Source: an optimization exercise on an open RTL-to-GDS flow (aim: small area, a short achievable clock period and few clock cycles per item). Production flows keep margins and buffers that such runs may drop. Only simulation tests tie the RTL to the original design; equivalence was not proved. Power is estimated from default activity; no workload was simulated.

==> flow/design.v (excerpt) <==
module phase_accumulator #(
    parameter integer CONV_KP = 2,    
    parameter integer CONV_KF = 6     
) (
    input  wire        clk,
    input  wire        rst,           
    input  wire        tick_valid,
    output wire        tick_ready,
    input  wire        cmd_valid,
    output wire        cmd_ready,
    input  wire [7:0]  cmd_op,
    input  wire [31:0] cmd_arg,
    output reg         rsp_valid,
    output reg         rsp_err,
    output reg  [31:0] rsp_data
);
==> module phase_accumulator, before the edit <==
module phase_accumulator #(
    parameter integer CONV_KP = 2,    
    parameter integer CONV_KF = 6     
) (
    input  wire        clk,
    input  wire        rst,           
    input  wire        tick_valid,
    output wire        tick_ready,
    input  wire        cmd_valid,
    output wire        cmd_ready,
    input  wire [7:0]  cmd_op,
    input  wire [31:0] cmd_arg,
    output reg         rsp_valid,
    output reg         rsp_err,
    output reg  [31:0] rsp_data
);
    localparam [3:0] K_ZERO  = 4'd0;
    localparam [3:0] K_VALUE = 4'd1;
    localparam [3:0] K_CNT   = 4'd2;
    localparam [3:0] K_INC   = 4'd3;
    localparam [3:0] K_HALF  = 4'd4;
    localparam [3:0] K_ERR   = 4'd5;
    localparam [3:0] K_MINF  = 4'd8;    
    localparam [3:0] K_MAXF  = 4'd9;
    localparam [3:0] K_MINP  = 4'd10;
    localparam [3:0] K_MAXP  = 4'd11;
    reg [23:0] cnt;
    reg [23:0] inc;
    reg [2:0]  sel;
    reg        crdy;
    reg        trdy;
    assign cmd_ready  = crdy;
    assign tick_ready = trdy;
    wire cfire = cmd_valid & crdy;
    wire tfire = tick_valid & trdy;
    reg       d_set_inc, d_set_cnt, d_tick, d_rst_ph, d_set_wave, d_conv;
    reg [3:0] d_kind;
    always @(*) begin
        d_set_inc = 1'b0; d_set_cnt = 1'b0; d_tick = 1'b0; d_rst_ph = 1'b0;
        d_set_wave = 1'b0; d_conv = 1'b0;
        d_kind = K_ZERO;
        case (cmd_op)
            8'h01: d_set_inc  = 1'b1;
            8'h02: d_kind     = K_INC;
            8'h03: d_set_cnt  = 1'b1;
            8'h04: d_kind     = K_CNT;
            8'h05: d_tick     = 1'b1;
            8'h06: d_rst_ph   = 1'b1;
            8'h07: d_kind     = K_HALF;
            8'h10: d_kind     = K_VALUE;
            8'h11: d_set_wave = 1'b1;
            8'h20, 8'h21, 8'h22, 8'h23: d_conv = 1'b1;
            8'h24: d_kind     = K_MINF;
            8'h25: d_kind     = K_MAXF;
            8'h26: d_kind     = K_MINP;
            8'h27: d_kind     = K_MAXP;
            default: d_kind   = K_ERR;
        endcase
    end
    wire        cv_last, cv_fin, cv_fin_set;
    wire [23:0] cv_result;
    pa_fconv #(.KP(CONV_KP), .KF(CONV_KF)) u_fconv (
        .clk       (clk),
        .rst       (rst),
        .start     (cfire & d_conv),
        .is_period (cmd_op[0]),
        .is_set    (cmd_op[1]),
        .arg       (cmd_arg),
        .last      (cv_last),
        .fin       (cv_fin),
        .fin_set   (cv_fin_set),
        .result    (cv_result)
    );
    wire        cv_wr   = cv_fin & cv_fin_set;
    wire [23:0] inc_eff = cv_wr ? cv_result : inc;
    wire [23:0] sum1 = cnt + inc_eff;
    wire [23:0] sum2 = cnt + {inc_eff[22:0], 1'b0};
    wire        c_tick = cfire & d_tick;
    always @(posedge clk) begin
        if (rst) begin
            cnt  <= 24'd0;
            inc  <= 24'd0;
            sel  <= 3'd0;
            crdy <= 1'b1;
            trdy <= 1'b1;
        end else begin
            if (cfire & d_set_cnt)
                cnt <= cmd_arg[23:0];
            else if (cfire & d_rst_ph)
                cnt <= 24'd0;
            else if (tfire & c_tick)
                cnt <= sum2;
            else if (tfire | c_tick)
                cnt <= sum1;
            if (cfire & d_set_inc)
                inc <= cmd_arg[23:0];
            else if (cv_wr)
                inc <= cv_result;
            if (cfire & d_set_wave)
                sel <= (cmd_arg <= 32'd6) ? cmd_arg[2:0] : 3'd0;
            if (cfire & d_conv) begin
                crdy <= 1'b0;
                trdy <= !cmd_op[1];
            end else if (cv_last) begin
                crdy <= 1'b1;
                trdy <= 1'b1;
            end
        end
    end
    reg        r0_v;
    reg [3:0]  r0_k;
    reg        p1_v;
    reg        p1_val;
    reg        p1_err;
    reg [31:0] p1_d;
    wire [7:0]  w_low;
    wire [2:0]  w_d0, w_d1;
    wire [1:0]  w_dh;
    pa_wave_rom u_rom (.sel(sel), .idx(cnt[23:16]), .low(w_low),
                       .d0(w_d0), .d1(w_d1), .dh(w_dh));
    reg [31:0] rd;
    always @(*) begin
        case (r0_k)
            K_VALUE: rd = {w_low, w_d0, w_d1, w_dh, cnt[15:0]};
            K_CNT:   rd = {8'd0, cnt};
            K_INC:   rd = {8'd0, inc};
            K_HALF:  rd = {31'd0, (cnt > 24'h800000)};
            K_MINF:  rd = 32'h387A0000;
            K_MAXF:  rd = 32'h43FA0000;
            K_MINP:  rd = 32'h3B03126F;
            K_MAXP:  rd = 32'h4683126F;
            default: rd = 32'd0;
        endcase
    end
    wire [23:0] value;
    pa_interp u_interp (.low(p1_d[31:24]), .d0(p1_d[23:21]), .d1(p1_d[20:18]),
                        .dh(p1_d[17:16]), .frac(p1_d[15:0]), .value(value));
    always @(posedge clk) begin
        if (rst) begin
            r0_v      <= 1'b0;
            p1_v      <= 1'b0;
            rsp_valid <= 1'b0;
        end else begin
            r0_v      <= cfire & !d_conv;
            p1_v      <= r0_v;
            rsp_valid <= p1_v | cv_fin;
        end
        r0_k   <= d_kind;
        p1_val <= (r0_k == K_VALUE);
        p1_err <= (r0_k == K_ERR);
        p1_d   <= rd;
        if (cv_fin) begin
            rsp_err  <= 1'b0;
            rsp_data <= cv_fin_set ? 32'd0 : {8'd0, cv_result};
        end else begin
            rsp_err  <= p1_err;
            rsp_data <= p1_val ? {8'd0, value} : p1_d;
        end
    end
endmodule
Settings: LEC_CHECK=0, CAP_MARGIN=20, CORE_MARGIN=2, CORE_UTILIZATION=30, PLACE_DENSITY=0.5, SETUP_SLACK_MARGIN=5, SLEW_MARGIN=20, SYNTH_MEMORY_MAX_BITS=32768; clock period 12.0 ns.
standard.sh (not shown) runs the stock make flow with config.mk's settings and CLKGATE_MAP_FILE= SYNTH_SCRIPT=/design/flow/synth_recipe.tcl, a recipe that flattens the netlist after the stock synthesis.
==> flow/flow/run.sh <==
#!/bin/bash
set -euo pipefail
bash standard.sh 'BUFFER_PORTS_ARGS=-buffer_cell sky130_fd_sc_hd__buf_4' SETUP_SLACK_MARGIN=7 finish > standard_flow.log 2>&1
Testbench counts at the start, summed over its fixed seeds: cycles 35,512, cmds 24,000.
Next try:
--- a/flow/design.v
+++ b/flow/design.v
@@ -1220,25 +1220,26 @@
     );
     wire        cv_wr   = cv_fin & cv_fin_set;
     wire [23:0] inc_eff = cv_wr ? cv_result : inc;
     wire [23:0] sum1 = cnt + inc_eff;
-    wire [23:0] sum2 = cnt + {inc_eff[22:0], 1'b0};
     wire        c_tick = cfire & d_tick;
+    wire        dbl = tfire & c_tick;
+    reg         pend;
     always @(posedge clk) begin
         if (rst) begin
             cnt  <= 24'd0;
             inc  <= 24'd0;
             sel  <= 3'd0;
             crdy <= 1'b1;
             trdy <= 1'b1;
+            pend <= 1'b0;
         end else begin
+            pend <= dbl;
             if (cfire & d_set_cnt)
                 cnt <= cmd_arg[23:0];
             else if (cfire & d_rst_ph)
                 cnt <= 24'd0;
-            else if (tfire & c_tick)
-                cnt <= sum2;
-            else if (tfire | c_tick)
+            else if (tfire | c_tick | pend)
                 cnt <= sum1;
             if (cfire & d_set_inc)
                 inc <= cmd_arg[23:0];
             else if (cv_wr)
@@ -1247,9 +1248,12 @@
                 sel <= (cmd_arg <= 32'd6) ? cmd_arg[2:0] : 3'd0;
             if (cfire & d_conv) begin
                 crdy <= 1'b0;
                 trdy <= !cmd_op[1];
-            end else if (cv_last) begin
+            end else if (dbl) begin
+                crdy <= 1'b0;
+                trdy <= 1'b0;
+            end else if (cv_last | pend) begin
                 crdy <= 1'b1;
                 trdy <= 1'b1;
             end
         end
Effect: The new run went through all stages and came out clean; flip-flop and latch count climbs by 1; global-route usage grows by 0.11 points; clock-buffer cell count shrinks by 3; setup slack degrades by 0.017 ns; routed wire length decreases by 4.4%; final cell count decreases by 4.4%.
Testbench counts after the change, summed over its fixed seeds: cycles 35,587, cmds 24,000.

---

phase_accumulator with an RTL version that a note above also has.
Size in the first run: about 3000 cells after synthesis, about 220 flip-flops, about 0.022 mm^2 of cells after synthesis.
==> module phase_accumulator, before the edit <==
module phase_accumulator #(
    parameter integer CONV_KP = 2,    
    parameter integer CONV_KF = 6     
) (
    input  wire        clk,
    input  wire        rst,           
    input  wire        tick_valid,
    output wire        tick_ready,
    input  wire        cmd_valid,
    output wire        cmd_ready,
    input  wire [7:0]  cmd_op,
    input  wire [31:0] cmd_arg,
    output reg         rsp_valid,
    output reg         rsp_err,
    output reg  [31:0] rsp_data
);
    localparam [3:0] K_ZERO  = 4'd0;
    localparam [3:0] K_VALUE = 4'd1;
    localparam [3:0] K_CNT   = 4'd2;
    localparam [3:0] K_INC   = 4'd3;
    localparam [3:0] K_HALF  = 4'd4;
    localparam [3:0] K_ERR   = 4'd5;
    localparam [3:0] K_MINF  = 4'd8;    
    localparam [3:0] K_MAXF  = 4'd9;
    localparam [3:0] K_MINP  = 4'd10;
    localparam [3:0] K_MAXP  = 4'd11;
    reg [23:0] cnt;
    reg [23:0] inc;
    reg [2:0]  sel;
    reg        crdy;
    reg        trdy;
    assign cmd_ready  = crdy;
    assign tick_ready = trdy;
    wire cfire = cmd_valid & crdy;
    wire tfire = tick_valid & trdy;
    reg       d_set_inc, d_set_cnt, d_tick, d_rst_ph, d_set_wave, d_conv;
    reg [3:0] d_kind;
    always @(*) begin
        d_set_inc = 1'b0; d_set_cnt = 1'b0; d_tick = 1'b0; d_rst_ph = 1'b0;
        d_set_wave = 1'b0; d_conv = 1'b0;
        d_kind = K_ZERO;
        case (cmd_op)
            8'h01: d_set_inc  = 1'b1;
            8'h02: d_kind     = K_INC;
            8'h03: d_set_cnt  = 1'b1;
            8'h04: d_kind     = K_CNT;
            8'h05: d_tick     = 1'b1;
            8'h06: d_rst_ph   = 1'b1;
            8'h07: d_kind     = K_HALF;
            8'h10: d_kind     = K_VALUE;
            8'h11: d_set_wave = 1'b1;
            8'h20, 8'h21, 8'h22, 8'h23: d_conv = 1'b1;
            8'h24: d_kind     = K_MINF;
            8'h25: d_kind     = K_MAXF;
            8'h26: d_kind     = K_MINP;
            8'h27: d_kind     = K_MAXP;
            default: d_kind   = K_ERR;
        endcase
    end
    wire        cv_last, cv_fin, cv_fin_set;
    wire [23:0] cv_result;
    pa_fconv #(.KP(CONV_KP), .KF(CONV_KF)) u_fconv (
        .clk       (clk),
        .rst       (rst),
        .start     (cfire & d_conv),
        .is_period (cmd_op[0]),
        .is_set    (cmd_op[1]),
        .arg       (cmd_arg),
        .last      (cv_last),
        .fin       (cv_fin),
        .fin_set   (cv_fin_set),
        .result    (cv_result)
    );
    wire        cv_wr   = cv_fin & cv_fin_set;
    wire [23:0] inc_eff = cv_wr ? cv_result : inc;
    wire [23:0] sum1 = cnt + inc_eff;
    wire        c_tick = cfire & d_tick;
    wire        dbl = tfire & c_tick;
    reg         pend;
    always @(posedge clk) begin
        if (rst) begin
            cnt  <= 24'd0;
            inc  <= 24'd0;
            sel  <= 3'd0;
            crdy <= 1'b1;
            trdy <= 1'b1;
            pend <= 1'b0;
        end else begin
            pend <= dbl;
            if (cfire & d_set_cnt)
                cnt <= cmd_arg[23:0];
            else if (cfire & d_rst_ph)
                cnt <= 24'd0;
            else if (tfire | c_tick | pend)
                cnt <= sum1;
            if (cfire & d_set_inc)
                inc <= cmd_arg[23:0];
            else if (cv_wr)
                inc <= cv_result;
            if (cfire & d_set_wave)
                sel <= (cmd_arg <= 32'd6) ? cmd_arg[2:0] : 3'd0;
            if (cfire & d_conv) begin
                crdy <= 1'b0;
                trdy <= !cmd_op[1];
            end else if (dbl) begin
                crdy <= 1'b0;
                trdy <= 1'b0;
            end else if (cv_last | pend) begin
                crdy <= 1'b1;
                trdy <= 1'b1;
            end
        end
    end
    reg        r0_v;
    reg [3:0]  r0_k;
    reg        p1_v;
    reg        p1_val;
    reg        p1_err;
    reg [31:0] p1_d;
    wire [7:0]  w_low;
    wire [2:0]  w_d0, w_d1;
    wire [1:0]  w_dh;
    pa_wave_rom u_rom (.sel(sel), .idx(cnt[23:16]), .low(w_low),
                       .d0(w_d0), .d1(w_d1), .dh(w_dh));
    reg [31:0] rd;
    always @(*) begin
        case (r0_k)
            K_VALUE: rd = {w_low, w_d0, w_d1, w_dh, cnt[15:0]};
            K_CNT:   rd = {8'd0, cnt};
            K_INC:   rd = {8'd0, inc};
            K_HALF:  rd = {31'd0, (cnt > 24'h800000)};
            K_MINF:  rd = 32'h387A0000;
            K_MAXF:  rd = 32'h43FA0000;
            K_MINP:  rd = 32'h3B03126F;
            K_MAXP:  rd = 32'h4683126F;
            default: rd = 32'd0;
        endcase
    end
    wire [23:0] value;
    pa_interp u_interp (.low(p1_d[31:24]), .d0(p1_d[23:21]), .d1(p1_d[20:18]),
                        .dh(p1_d[17:16]), .frac(p1_d[15:0]), .value(value));
    always @(posedge clk) begin
        if (rst) begin
            r0_v      <= 1'b0;
            p1_v      <= 1'b0;
            rsp_valid <= 1'b0;
        end else begin
            r0_v      <= cfire & !d_conv;
            p1_v      <= r0_v;
            rsp_valid <= p1_v | cv_fin;
        end
        r0_k   <= d_kind;
        p1_val <= (r0_k == K_VALUE);
        p1_err <= (r0_k == K_ERR);
        p1_d   <= rd;
        if (cv_fin) begin
            rsp_err  <= 1'b0;
            rsp_data <= cv_fin_set ? 32'd0 : {8'd0, cv_result};
        end else begin
            rsp_err  <= p1_err;
            rsp_data <= p1_val ? {8'd0, value} : p1_d;
        end
    end
endmodule
export LEC_CHECK = 0
export CAP_MARGIN = 20
export CORE_MARGIN = 2
export CORE_UTILIZATION = 30
export PLACE_DENSITY = 0.5
export SETUP_SLACK_MARGIN = 5
export SLEW_MARGIN = 20
export SYNTH_MEMORY_MAX_BITS = 32768
create_clock -name core_clock -period 12.0 [get_ports {clk}]
==> flow/flow/run.sh <==
#!/bin/bash
set -euo pipefail
bash standard.sh SETUP_SLACK_MARGIN=6 finish > standard_flow.log 2>&1
The baseline passed the timing, design-rule and antenna checks.
Testbench counts at the start, summed over its fixed seeds: cycles 35,587, cmds 24,000.
Change:
--- a/flow/design.v
+++ b/flow/design.v
@@ -1220,26 +1220,25 @@
     );
     wire        cv_wr   = cv_fin & cv_fin_set;
     wire [23:0] inc_eff = cv_wr ? cv_result : inc;
     wire [23:0] sum1 = cnt + inc_eff;
+    wire [23:0] sum2 = cnt + {inc_eff[22:0], 1'b0};
     wire        c_tick = cfire & d_tick;
-    wire        dbl = tfire & c_tick;
-    reg         pend;
     always @(posedge clk) begin
         if (rst) begin
             cnt  <= 24'd0;
             inc  <= 24'd0;
             sel  <= 3'd0;
             crdy <= 1'b1;
             trdy <= 1'b1;
-            pend <= 1'b0;
         end else begin
-            pend <= dbl;
             if (cfire & d_set_cnt)
                 cnt <= cmd_arg[23:0];
             else if (cfire & d_rst_ph)
                 cnt <= 24'd0;
-            else if (tfire | c_tick | pend)
+            else if (tfire & c_tick)
+                cnt <= sum2;
+            else if (tfire | c_tick)
                 cnt <= sum1;
             if (cfire & d_set_inc)
                 inc <= cmd_arg[23:0];
             else if (cv_wr)
@@ -1248,12 +1247,9 @@
                 sel <= (cmd_arg <= 32'd6) ? cmd_arg[2:0] : 3'd0;
             if (cfire & d_conv) begin
                 crdy <= 1'b0;
                 trdy <= !cmd_op[1];
-            end else if (dbl) begin
-                crdy <= 1'b0;
-                trdy <= 1'b0;
-            end else if (cv_last | pend) begin
+            end else if (cv_last) begin
                 crdy <= 1'b1;
                 trdy <= 1'b1;
             end
         end
What happened: The changed run finished with timing, DRC and antenna clean. Core utilization rises by 0.25 points. Wire length increases by a few percent. Worst setup slack improved by 20 ps. Non-clock buffer count rose by 8. Sequential cell count decreases by 1. Total power climbs slightly. Clock-buffer cell count went down by 2. Worst hold slack degrades by 11 ps. Synthesized area goes up by a few percent. Cell count climbs by a few percent.
Testbench counts after the change, summed over its fixed seeds: cycles 35,512, cmds 24,000.

afterwards: timing with drivers on the ports:
The results above use ideal ports. As a check the final layouts listed here were re-extracted and re-timed, cells and wires unchanged.
Step 1, drivers: a clkbuf_16 drives clk and a buf_2 each remaining input, both assumed.
Step 2 adds t to the input delays and takes it off the output delays; t is the mean of the earliest and latest rising clock arrival at the registers after step 1. Input paths then give back, and output paths get back, about the clock's delay inside the block.
Three values: no drivers, after step 1, after step 2; two values: the first two.
run	shift t [ns]	setup slack, ns	clock arrival spread, ns	worst slew at a driven data input, ns
the first run of note 1	0.651	6.764 / 6.764 / 6.602	0.037 / 0.037	0.07
the second run of note 1	0.622	6.747 / 6.747 / 6.617	0.016 / 0.016	0.09
the first run of note 2	0.635	6.300 / 6.300 / 5.921	0.033 / 0.033	0.09
the second run of note 2	0.666	6.320 / 6.320 / 5.936	0.072 / 0.072	0.06
After both steps setup and hold are still met in every run listed. For the second run of note 2, which loses most, drivers alone change the setup slack by 0.000 ns; drivers and shift together by -0.384 ns.
